From an optimization exercise on the open Yosys and OpenROAD flow, aimed at small area; shortcuts taken in it are not production practice.
Function was checked by simulation only, so behaviour that the tests miss may differ from the original.
Power is estimated from default activity; no workload was simulated.

Setup of lane 1:
// lamppwm
module lamppwm (
    input  wire        clk,
    input  wire        por,
    input  wire        btn,
    input  wire        bg_tick,
    output wire        led,
    output wire        pwm_en,
    output wire        bg_run,
    output wire [1:0]  sleep_o,
    output wire        periph_clk_en,
    output wire [12:0] op_trace
);
clock: 10.0 ns
lec_check: 0
cap_margin: 20
core_margin: 2
core_utilization: 40
gpl_timing_driven: 0
place_density: 0.6
slew_margin: 20
standard.sh (not shown) runs the stock make flow with config.mk's settings and CLKGATE_MAP_FILE= SYNTH_SCRIPT=/design/flow/synth_recipe.tcl, a recipe that flattens the netlist after the stock synthesis.
==> flow/flow/run.sh <==
#!/bin/bash
# The standard layout flow (standard.sh) with three changes:
# - synthesis maps the combinational logic for area (flow/synth.tcl);
# - the ports are buffered with the smallest buffer;
# - CTS inserts no dummy loads and uses small clock buffers.
# Each tool's full output goes to the ORFS logs; make's output to flow.log.
set -euo pipefail
sed "s#SYNTH_SCRIPT=[^ ]*#SYNTH_SCRIPT=$PWD/flow/synth.tcl#" standard.sh > own_standard.sh
grep -q "SYNTH_SCRIPT=$PWD/flow/synth.tcl" own_standard.sh
export BUFFER_PORTS_ARGS="-buffer_cell sky130_fd_sc_hd__buf_1"
export CTS_ARGS="-sink_clustering_enable -repair_clock_nets -dont_use_dummy_load -buf_list sky130_fd_sc_hd__clkbuf_4 -sink_clustering_size 12"
bash own_standard.sh > flow.log 2>&1
==> flow/flow/area.abc <==
strash
&get -n
&deepsyn -T 120
&put
dch
amap
topo
==> flow/flow/synth.tcl <==
# The standard flow's synthesis script (synth_recipe.tcl) with two changes to the mapping
# of the combinational logic: ORFS's ABC step uses the area-oriented ABC
# script area.abc beside this file instead of ORFS's speed script, and
# adders are not extracted into half/full-adder cells first (ABC maps that
# logic itself). area.abc first restructures the logic with &deepsyn (a
# 120-second search), then maps it for area. The registers, and everything
# else, are unchanged.
set own_abc_script [file join [file dirname [file normalize [info script]]] area.abc]
proc synth {args} { yosys synth -nofsm -noshare {*}$args }
proc abc {args} {
  set i [lsearch -exact $args -script]
  if { $i >= 0 } {
    lset args [expr { $i + 1 }] $::own_abc_script
  }
  yosys abc {*}$args
}
proc extract_fa {args} {}
source $::env(SCRIPTS_DIR)/synth.tcl
# left out here: clear keep_hierarchy, flatten, clean up, hide names made inside functions, write 1_2_yosys.v
--- input diff lane 1..lane 2 ---
==> flow/flow/run.sh <==
#!/bin/bash
set -euo pipefail
sed "s#SYNTH_SCRIPT=[^ ]*#SYNTH_SCRIPT=$PWD/flow/synth.tcl#" standard.sh > own_standard.sh
grep -q "SYNTH_SCRIPT=$PWD/flow/synth.tcl" own_standard.sh
export REMOVE_ABC_BUFFERS=1
export BUFFER_PORTS_ARGS="-buffer_cell sky130_fd_sc_hd__buf_1"
export CTS_ARGS="-sink_clustering_enable -repair_clock_nets -dont_use_dummy_load -buf_list sky130_fd_sc_hd__clkbuf_4 -sink_clustering_size 12"
bash own_standard.sh > flow.log 2>&1
==> notes.md <==
- Min via count of the first global-routing pass across lane 2 and lane 1: lane 1
- Worst hold slack of lane 2 is on par with lane 1.
- Lane 2 against lane 1: total length of routed wires climbed 140 um; cell area fell by about 0.9%; cell-internal power has decreased; power dissipated in the clock network rose about 4%.

Setup of run Z:
lamppwm, a different RTL version from the one above (not shown whole).
For scale: ~200 cells after synthesis, roughly 23 I/O pins.
==> flow/design.v (excerpt) <==
module lamppwm (
    input  wire        clk,
    input  wire        por,
    input  wire        btn,
    input  wire        bg_tick,
    output wire        led,
    output wire        pwm_en,
    output wire        bg_run,
    output wire [1:0]  sleep_o,
    output wire        periph_clk_en,
    output wire [12:0] op_trace
);
    localparam [4:0]
        S_BOOT_BG     = 5'h01,
        S_SELFTEST_ON = 5'h04,
        S_SELFTEST_WT = 5'h05,
        S_SEI         = 5'h15,
        S_POLL        = 5'h06,
        S_DEBOUNCE    = 5'h07,
        S_ADVANCE     = 5'h08,
        S_DISPATCH    = 5'h09,
        S_PWM_OFF     = 5'h0B,
        S_REQ         = 5'h0D,
        S_ON_PWM      = 5'h0A,
        S_ON_DUTY     = 5'h0C,
        S_ARM         = 5'h0E,
        S_SELECT      = 5'h0F,
        S_DEEP_BG     = 5'h02,
        S_SLEEP       = 5'h10,
        S_WAKEUP      = 5'h11,
        S_WAKE_CLI    = 5'h12,
        S_WAKE_CLRF   = 5'h13,
        S_WAKE_DISARM = 5'h14,
        S_WAKE_BG     = 5'h03;
  ...
export LEC_CHECK = 0
export CAP_MARGIN = 20
export CORE_MARGIN = 2
export CORE_UTILIZATION = 40
export GPL_TIMING_DRIVEN = 0
export PLACE_DENSITY = 0.6
export SLEW_MARGIN = 20
create_clock -name core_clock -period 10.0 [get_ports {clk}]
==> flow/flow/run.sh <==
#!/bin/bash
# The standard layout flow (standard.sh) with three changes:
# - synthesis maps the combinational logic for area (flow/synth.tcl);
# - the ports are buffered with the smallest buffer;
# - CTS inserts no dummy loads and uses small clock buffers.
# Each tool's full output goes to the ORFS logs; make's output to flow.log.
set -euo pipefail
sed "s#SYNTH_SCRIPT=[^ ]*#SYNTH_SCRIPT=$PWD/flow/synth.tcl#" standard.sh > own_standard.sh
grep -q "SYNTH_SCRIPT=$PWD/flow/synth.tcl" own_standard.sh
export BUFFER_PORTS_ARGS="-buffer_cell sky130_fd_sc_hd__buf_1"
export CTS_ARGS="-sink_clustering_enable -repair_clock_nets -dont_use_dummy_load -buf_list sky130_fd_sc_hd__clkbuf_4 -sink_clustering_size 12"
bash own_standard.sh > flow.log 2>&1
Scripts as last shown in full above: flow/flow/area.abc, flow/flow/synth.tcl
Run Z completed end to end with timing, DRC and antenna clean.
The following lists how run A was set up differently from run Z:
# run Z
export LEC_CHECK = 0
export CAP_MARGIN = 20
export CORE_MARGIN = 2
export CORE_UTILIZATION = 40
export GPL_TIMING_DRIVEN = 0
export PLACE_DENSITY = 0.6
export SLEW_MARGIN = 20
create_clock -name core_clock -period 10.0 [get_ports {clk}]
# run A
export LEC_CHECK = 0
export CAP_MARGIN = 20
export CORE_MARGIN = 2
export CORE_UTILIZATION = 40
export PLACE_DENSITY = 0.6
export SLEW_MARGIN = 20
create_clock -name core_clock -period 10.0 [get_ports {clk}]
Findings:
- Run A: PASS, flow complete, no timing, DRC or antenna violations
- [compare] base=run Z new=run A: basic-gate share of the synthesized area counting and, or, nand and nor cells flat, final hold slack comparable, final worst setup slack now sits higher, net switching share of the total power moved down.
- Run A ended with more sequential cell area share than run Z.

## afterwards: timing with drivers on the ports
In the flow no input, the clock included, has a driving cell. The finished layouts below were timed again as built, in two steps. Step 1 (the two cells are an assumption about what drives the block):
set clk [get_ports {clk}]
set_driving_cell -lib_cell sky130_fd_sc_hd__clkbuf_16 $clk
set_driving_cell -lib_cell sky130_fd_sc_hd__buf_2 [delete_from_list [all_inputs] $clk]
Step 2 adds t to the input delays and takes it off the output delays; t is the mean of the earliest and latest rising clock arrival at the registers after step 1. Input paths then give back, and output paths get back, about the clock's delay inside the block. a / b / c = ideal / step 1 / step 2; a / b = the first two.
| run | t, ns | setup slack, ns | hold WS [ns] | worst setup path after step 2 |
|---|---|---|---|---|
| lane 1 | 0.350 | 5.179 / 5.155 / 5.505 | 0.386 / 0.386 / 0.386 | register to output |
| lane 2 | 0.352 | 5.287 / 5.263 / 5.614 | 0.387 / 0.387 / 0.387 | register to output |
| run Z | 0.345 | 5.868 / 5.844 / 6.188 | 0.388 / 0.388 / 0.388 | register to output |
| run A | 0.353 | 6.008 / 5.980 / 6.333 | 0.388 / 0.388 / 0.388 | register to output |
After both steps every run listed still meets setup and hold.
